Context: an optimization exercise on an open-source flow, tuned for small area, a short achievable clock period and few clock cycles per item. The choices shown serve that exercise and are no tape-out recipe. Only simulation tests tie the RTL to the original design; equivalence was not proved. Power is estimated from default activity; no workload was simulated.

### flow/run.sh
#!/bin/bash
# synth_recipe.tcl (not shown) runs the flow's synth.tcl, then flattens the netlist and writes it again
# the make line also repeats each setting of config.mk as NAME=value (left out here)
make -C /OpenROAD-flow-scripts/flow DESIGN_CONFIG=/design/flow/config.mk WORK_HOME=/design/flow/orfs CLKGATE_MAP_FILE= SYNTH_SCRIPT=/design/flow/synth_recipe.tcl finish
### flow/config.mk
export PLATFORM = sky130hd
export DESIGN_NAME = nco_phase_step
export DESIGN_NICKNAME = nco_phase_step
export VERILOG_FILES = /design/flow/design.v
export SDC_FILE = /design/flow/constraint.sdc
export NUM_CORES = 4
export LEC_CHECK = 0
export CAP_MARGIN = 20
export CORE_MARGIN = 2
export CORE_UTILIZATION = 40
export SLEW_MARGIN = 20
### flow/constraint.sdc
create_clock -name core_clock -period 25.0 [get_ports {clk}]
set_input_delay 5.0000 -clock core_clock [delete_from_list [all_inputs] [get_ports {clk}]]
set_output_delay 5.0000 -clock core_clock [all_outputs]
set_load 0.01 [all_outputs]
### flow/design.v
module nco_phase_step (
    input  wire        clk,
    input  wire        rst,         
    input  wire        in_valid,
    output wire        in_ready,
    input  wire [63:0] phase_in,
    input  wire [63:0] inc_in,
    output wire        out_valid,
    output reg  [63:0] phase_out,
    output reg  [31:0] p_out
);
    localparam [63:0] TWO_PI64 = 64'h401921FB54442D18;
    localparam [63:0] NAN64    = 64'h7FF8000000000000;
    localparam [31:0] NAN32    = 32'h7FC00000;
    localparam [10:0] Y_EXP    = TWO_PI64[62:52];
    localparam [52:0] Y_MANT   = {1'b1, TWO_PI64[51:0]};
    localparam [2:0] S_IDLE   = 3'd0,
                     S_ADD    = 3'd1,
                     S_CHECK  = 3'd2,
                     S_MOD    = 3'd3,
                     S_NARROW = 3'd4,
                     S_DONE   = 3'd5;
    reg  [2:0]  state;
    reg  [63:0] a_q, b_q;       
    reg  [63:0] sum_q;          
    reg  [63:0] res_q;          
    reg  [53:0] rem_q;          
    reg  [10:0] cnt_q;          
    reg         rsign_q;        
    assign in_ready  = (state == S_IDLE) || (state == S_DONE);
    assign out_valid = (state == S_DONE);
    wire        a_s = a_q[63];
    wire [10:0] a_e = a_q[62:52];
    wire [51:0] a_f = a_q[51:0];
    wire        b_s = b_q[63];
    wire [10:0] b_e = b_q[62:52];
    wire [51:0] b_f = b_q[51:0];
    wire a_nan = (a_e == 11'h7FF) && (a_f != 0);
    wire b_nan = (b_e == 11'h7FF) && (b_f != 0);
    wire a_inf = (a_e == 11'h7FF) && (a_f == 0);
    wire b_inf = (b_e == 11'h7FF) && (b_f == 0);
    wire        swap    = (b_q[62:0] > a_q[62:0]);
    wire        big_s   = swap ? b_s : a_s;
    wire        small_s = swap ? a_s : b_s;
    wire [10:0] big_e   = swap ? b_e : a_e;
    wire [10:0] small_e = swap ? a_e : b_e;
    wire [51:0] big_f   = swap ? b_f : a_f;
    wire [51:0] small_f = swap ? a_f : b_f;
    wire [52:0] big_m    = {(big_e != 0), big_f};
    wire [52:0] small_m  = {(small_e != 0), small_f};
    wire [10:0] big_ee   = (big_e == 0) ? 11'd1 : big_e;
    wire [10:0] small_ee = (small_e == 0) ? 11'd1 : small_e;
    wire [10:0] exp_diff = big_ee - small_ee;
    wire [5:0]  shamt    = (exp_diff > 11'd63) ? 6'd63 : exp_diff[5:0];
    wire [55:0]  big_x   = {big_m, 3'b000};
    wire [119:0] small_w = {small_m, 3'b000, 64'd0} >> shamt;
    wire [55:0]  small_x = {small_w[119:65], small_w[64] | (|small_w[63:0])};
    wire        eff_sub = big_s ^ small_s;
    wire [56:0] raw_sum = eff_sub ? ({1'b0, big_x} - {1'b0, small_x})
                                  : ({1'b0, big_x} + {1'b0, small_x});
    reg  [55:0] norm_x;
    reg  [11:0] norm_e;
    reg  [5:0]  lz;
    reg  [11:0] shl;
    integer     k;
    always @(*) begin
        lz = 6'd56;
        for (k = 0; k < 56; k = k + 1)
            if (raw_sum[k]) lz = 6'd55 - k[5:0];
        if (raw_sum[56]) begin
            norm_x = {raw_sum[56:2], raw_sum[1] | raw_sum[0]};
            norm_e = {1'b0, big_ee} + 12'd1;
        end else begin
            shl = ({6'd0, lz} < ({1'b0, big_ee} - 12'd1)) ? {6'd0, lz}
                                                          : ({1'b0, big_ee} - 12'd1);
            norm_x = raw_sum[55:0] << shl;
            norm_e = {1'b0, big_ee} - shl;
        end
    end
    wire [52:0] rnd_m    = norm_x[55:3];
    wire        rnd_g    = norm_x[2];
    wire        rnd_st   = norm_x[1] | norm_x[0];
    wire        rnd_up   = rnd_g & (rnd_st | rnd_m[0]);
    wire [53:0] rnd_sum  = {1'b0, rnd_m} + {53'd0, rnd_up};
    wire [52:0] fin_m    = rnd_sum[53] ? rnd_sum[53:1] : rnd_sum[52:0];
    wire [11:0] fin_e    = rnd_sum[53] ? norm_e + 12'd1 : norm_e;
    wire [10:0] fin_fld  = fin_m[52] ? fin_e[10:0] : 11'd0;
    wire        ovf      = fin_m[52] && (fin_e >= 12'd2047);
    reg [63:0] add_res;
    always @(*) begin
        if (a_nan || b_nan || (a_inf && b_inf && (a_s != b_s)))
            add_res = NAN64;
        else if (a_inf)
            add_res = a_q;
        else if (b_inf)
            add_res = b_q;
        else if (raw_sum == 57'd0)
            add_res = {(a_s & b_s), 63'd0};
        else if (ovf)
            add_res = {big_s, 11'h7FF, 52'd0};
        else
            add_res = {big_s, fin_fld, fin_m[51:0]};
    end
    wire        sum_special = (sum_q[62:52] == 11'h7FF);
    wire        sum_small   = (sum_q[62:0] < TWO_PI64[62:0]);
    wire [52:0] sum_m       = {1'b1, sum_q[51:0]};    
    wire [53:0] rem_sub = rem_q - {1'b0, Y_MANT};
    wire        rem_ge  = (rem_q >= {1'b0, Y_MANT});
    wire [52:0] rem_fin = rem_ge ? rem_sub[52:0] : rem_q[52:0];
    reg [5:0]  rlz;
    integer    j;
    always @(*) begin
        rlz = 6'd53;
        for (j = 0; j < 53; j = j + 1)
            if (rem_fin[j]) rlz = 6'd52 - j[5:0];
    end
    wire [52:0] rem_norm = rem_fin << rlz;
    wire [10:0] rem_exp  = Y_EXP - {5'd0, rlz};
    wire [63:0] mod_res  = (rem_fin == 53'd0) ? {rsign_q, 63'd0}
                                              : {rsign_q, rem_exp, rem_norm[51:0]};
    wire        n_s  = res_q[63];
    wire [10:0] n_e  = res_q[62:52];
    wire [51:0] n_f  = res_q[51:0];
    wire [52:0] n_m  = {(n_e != 0), n_f};
    wire [10:0] n_ee = (n_e == 0) ? 11'd1 : n_e;
    wire        n_normal = (n_ee >= 11'd897);           
    wire [11:0] n_e32    = {1'b0, n_ee} - 12'd896;
    wire [10:0] n_shr    = n_normal ? 11'd29 : (11'd926 - n_ee);
    wire [5:0]  n_sh     = (n_shr > 11'd60) ? 6'd60 : n_shr[5:0];
    wire [116:0] n_w     = {n_m, 64'd0} >> n_sh;
    wire [23:0] n_keep   = n_w[87:64];
    wire        n_g      = n_w[63];
    wire        n_st     = |n_w[62:0];
    wire        n_up     = n_g & (n_st | n_keep[0]);
    wire [24:0] n_rnd    = {1'b0, n_keep} + {24'd0, n_up};
    reg [31:0] narrow_res;
    always @(*) begin
        if (n_e == 11'h7FF)
            narrow_res = (n_f != 0) ? NAN32 : {n_s, 8'hFF, 23'd0};
        else if (n_normal) begin
            if (n_rnd[24]) begin
                if (n_e32 + 12'd1 >= 12'd255) narrow_res = {n_s, 8'hFF, 23'd0};
                else narrow_res = {n_s, n_e32[7:0] + 8'd1, n_rnd[23:1]};
            end else begin
                if (n_e32 >= 12'd255) narrow_res = {n_s, 8'hFF, 23'd0};
                else narrow_res = {n_s, n_e32[7:0], n_rnd[22:0]};
            end
        end else
            narrow_res = {n_s, 7'd0, n_rnd[23], n_rnd[22:0]};
    end
    always @(posedge clk) begin
        if (rst) begin
            state <= S_IDLE;
        end else begin
            case (state)
                S_IDLE, S_DONE: begin
                    if (in_valid) begin
                        a_q   <= phase_in;
                        b_q   <= inc_in;
                        state <= S_ADD;
                    end else begin
                        state <= S_IDLE;
                    end
                end
                S_ADD: begin
                    sum_q <= add_res;
                    state <= S_CHECK;
                end
                S_CHECK: begin
                    if (sum_special) begin
                        res_q <= NAN64;
                        state <= S_NARROW;
                    end else if (sum_small) begin
                        res_q <= sum_q;
                        state <= S_NARROW;
                    end else begin
                        rem_q   <= {1'b0, sum_m};
                        cnt_q   <= sum_q[62:52] - Y_EXP;
                        rsign_q <= sum_q[63];
                        state   <= S_MOD;
                    end
                end
                S_MOD: begin
                    if (cnt_q == 11'd0) begin
                        res_q <= mod_res;
                        state <= S_NARROW;
                    end else begin
                        rem_q <= {rem_fin, 1'b0};
                        cnt_q <= cnt_q - 11'd1;
                    end
                end
                S_NARROW: begin
                    phase_out <= res_q;
                    p_out     <= narrow_res;
                    state     <= S_DONE;
                end
                default: state <= S_IDLE;
            endcase
        end
    end
endmodule
==> metrics.md <==
| Metric | Value |
|---|---|
| Run status | timing/DRC/antenna clean |
| Worst EP required | 25.34 ns |
| Clk pwr share | 0.144 |
| Mux cell area share after synthesis | 0.1343 |
| Critical Path Slowest Stage Cell | mux2i_1 |
| Cell Pwr Density | 80.37 mW/mm2 |
| Yosys reg bits | 421 |
| Final cell count without fillers | 8140 |
| Final Critical Period | 24.25 ns |
| Final hold violation count | 0 |
| Asr flop ratio synth | 0 |
| Syn Nets | 6660 |
| Leakage | 22.18 nW |
| CTS tree | built |
| Yosys warnings | 1 |
| Drt first pass iters | 8 |
| Wire per inst | 32.11 um |
| Syn Inst Count | 6319 |
| Synth area leader | edfxtp_1 |
| Post-Synth Simple-Gate Area | 0.2262 |
| Clk buf depth | 3 |
| Worst slew margin | 0.1269 |
| Die Height | 357.3 um |
| Core ar. | 0.1238 mm2 |
| Placed insts | 8041 |
| Share of cells above drive strength 1 | 0.09157 |
| Initial Util | 0.4033 |
| Placer Congestion | 1.093 |
| Pins Over Slew Limit | 0 |
| Hold Path Class | reg2reg |
| Syn Std Cell Area | 0.04993 mm2 |
| Setup TNS | 0 ns |
| Max-cap viol count | 0 |
| Gate power share | 0.650 |
| Final-layout fill cell count | 12430 |
| Sw power | 0.002395 W |
| Initial antenna violation count | 23 |
| Clock Pin Slew Worst Setup and Hold Paths | 0.06 ns |
| CTS root buf | clkbuf_16 |
| Data arrival, critical path | 24.58 ns |
| Predominant post-synthesis flop cell | edfxtp_1 |
| Crit end category | flip-flop |
| Tcrit/Tclk final | 0.9700 |
| Synthesized area per cell | 7.902 um2 |
| Worst Clk Skew | 0.03097 ns |
| Total CTS buffers | 46 |
| Synth-to-Final Area Change | 12.73% |
| Largest cells by area after synthesis | edfxtp_1 25%, mux2i_1 9.9%, nand2_1 6.1%, ha_1 5.2%, o21ai_0 4.5% |
| Compound-Gate Fraction of Synth Area | 0.2407 |
| Adder-Cell Fraction of Synth Area | 0.05307 |
| Register area share after synthesis | 0.2526 |
| Total clock sinks | 421 |
| Die ar. | 0.1277 mm2 |
| Crit path max fanout | 50 |
| Tot GR Track Use | 0.3932 |
| Antenna Violating Nets Remaining | 0 |
| Synth cell count leaders | 816 x nand2_1, 600 x nor2_1, 492 x mux2i_1 |
| Synth top area share | 0.2514 |
| Hold Path Depth | 0 |
| CP Class | reg2reg |
| Vias per inst | 6.763 |
| Sequential power share | 0.206 |
| Count leader, synth | nand2_1 |
| First-pass GRT wire length | 367700 um |
| Vias in the first global route | 50390 |
| Final Routed Wirelength | 261400 um |
| Half-perimeter wire length after placement | 205800 um |
| Largest net degree at the start of global routing | 104 |
| EDFF count, synth | 418 |
| Max VDD drop | 0.00005205 V |
| Vias after detailed routing | 55050 |
| Num rows | 129 |
| Global route total overflow | 0 |
| H-tree level count | 2 |
| RSZ-0062 raised after global routing | no |
| Cell internal pwr | 0.002129 W |
| Clock Latency Late Sink | 0.63 ns |
| DRC Markers | 0 |
| Critical path's largest stage delay | 0.75 ns |
| Largest family of logic cells by synthesized area | compound AO/OA/AOI/OAI gates |
| Die W | 357.3 um |
| Final nets | 6796 |
| Port bufs | 228 |
| Worst r2r path cells | 72 |
| Hold buffers post-CTS | 0 |
| FMAX | 0.04124 GHz |
| Worst Max-Slew Pin Slew | 1.299 ns |
| DR iter-0 viols | 8381 |
| Final setup viols | 0 |
| Synth Area in XOR/XNOR | 0.04102 |
| Synth unique cells | 123 |
| Sw Share | 0.5294 |
| IO Pins | 229 |
| Startpoint Class | flip-flop |
power by group through the flow:
stage / Clock [W] / Combinational (W) / Sequential (W)
after floorplan: 0 / 0.00172 / 0.000919
after global placement: 0 / 0.00279 / 0.000944
after detailed placement: 0 / 0.00276 / 0.000945
after CTS: 0.000658 / 0.00278 / 0.000930
after global routing: 0.000686 / 0.00304 / 0.000934
final: 0.000650 / 0.00294 / 0.000932
metrics by stage:
step           power, W  instance area (um2)  worst slack (ns)  hold slack, ns  utilization
6_report       0.004524                56290            0.7509          0.4948       0.4547
5_1_grt        0.004660                56280           0.03314          0.5030       0.4546
4_1_cts        0.004364                56170             1.084          0.4936       0.4537
3_5_place_dp   0.003709                54790             1.187          0.4869       0.4426
3_3_place_gp   0.003732                54750             1.104          0.4889       0.4423
2_1_floorplan  0.002641                49930             5.388          0.4180            -
worst max-delay path: cells and delay by family, from the launching register on:
kind | cells | cell delay [ns]
compound gates | 24 | 6.39
xor+xnor | 3 | 1.31
fa+ha+maj | 5 | 1.59
buf+inv | 11 | 2.86
flops | 1 | 0.50
mux | 2 | 1.16
simple gates | 27 | 9.92
cells by family after synthesis:
kind of cell,count (synthesis)
mux,617
xor+xnor,233
fa+ha+maj,210
flops,421
compound gates,1808
simple gates,2387
buf+inv,643
final cells by class:
class	instances	area [um2]	share of cell area
multi-input combinational	5255	35070	0.6231
sequential	421	12610	0.2241
timing repair buffer	470	4149	0.07371
tap	1637	2048	0.03639
clock buffer	55	1185	0.02105
inverter	261	985.9	0.01752
clock inverter	25	196.4	0.003490
antenna	16	40.04	0.0007113
cells in the final DEF, fill, tap and decap left out, drive strengths merged, types with 45 or more instances in the layout:
cell / instances
a211oi: 89
a21o: 67
a21oi: 377
a31oi: 89
and2: 73
and3: 70
buf: 242
clkbuf: 55
clkdlybuf4s50: 228
edfxtp: 418
ha: 207
inv: 261
mux2: 92
mux2i: 493
nand2: 818
nand2b: 56
nand3: 185
nand4: 92
nor2: 601
nor3: 175
nor4: 104
o211ai: 73
o21ai: 475
o22ai: 79
o31ai: 45
or3: 48
xnor2: 138
xor2: 95
metal layers:
metal | global-route usage | vias to the layer above | wire, um
met5 | 0 | - | 80
met4 | 0.2440 | 12 | 19780
met3 | 0.09980 | 758 | 28430
met2 | 0.5749 | 3574 | 109000
met1 | 0.5173 | 26680 | 104100
li1 | - | 24020 | -
registers in the layout (all words and copies together), names as in the netlist:
register and flops:
a_q 64, b_q 64, phase_out 64, res_q 64, sum_q 64, rem_q 54
p_out 32, cnt_q 11, state 3, rsign_q 1
timing repair:
| action | in CTS | in global routing |
|---|---|---|
| resized for setup | 0 | 6 |
| setup endpoints to repair | 0 | 63 |
| buffers inserted | 0 | 2 |
final timing paths:
path / from / end / slack, ns
hold reg to reg: sum_q[63] / rsign_q / 0.49
setup / recovery: a_q[46] / sum_q[38] / 0.75
setup reg to reg: a_q[46] / sum_q[38] / 0.75
hold / removal: sum_q[63] / rsign_q / 0.49
Testbench counts, summed over its fixed seeds: cycles 12,894, items 3,200.

[separate check: timing with driven ports]
How much do the figures lean on ideal ports? The routed layout below was timed once more, with nothing changed but the port constraints. Step 1 sets driving cells, clkbuf_16 on the clock port and buf_2 on the other inputs (assumed; they add their load-dependent delay and slew). Step 2 times the ports against the registers' clock, not the clock port: input delays grow and output delays shrink by t, the midpoint of the rising clock arrivals with the driver on. a / b / c = ideal ports / drivers / drivers and shift; a / b = the first two.
t, ns: 0.691
setup WS [ns]: 0.751 / 0.751 / 0.751
slew at the worst register clock pin (ns): 0.07 / 0.07
After both steps this run still meets setup and hold. The setup slack of this run moves by 0.000 ns with the drivers and by 0.000 ns with both steps.
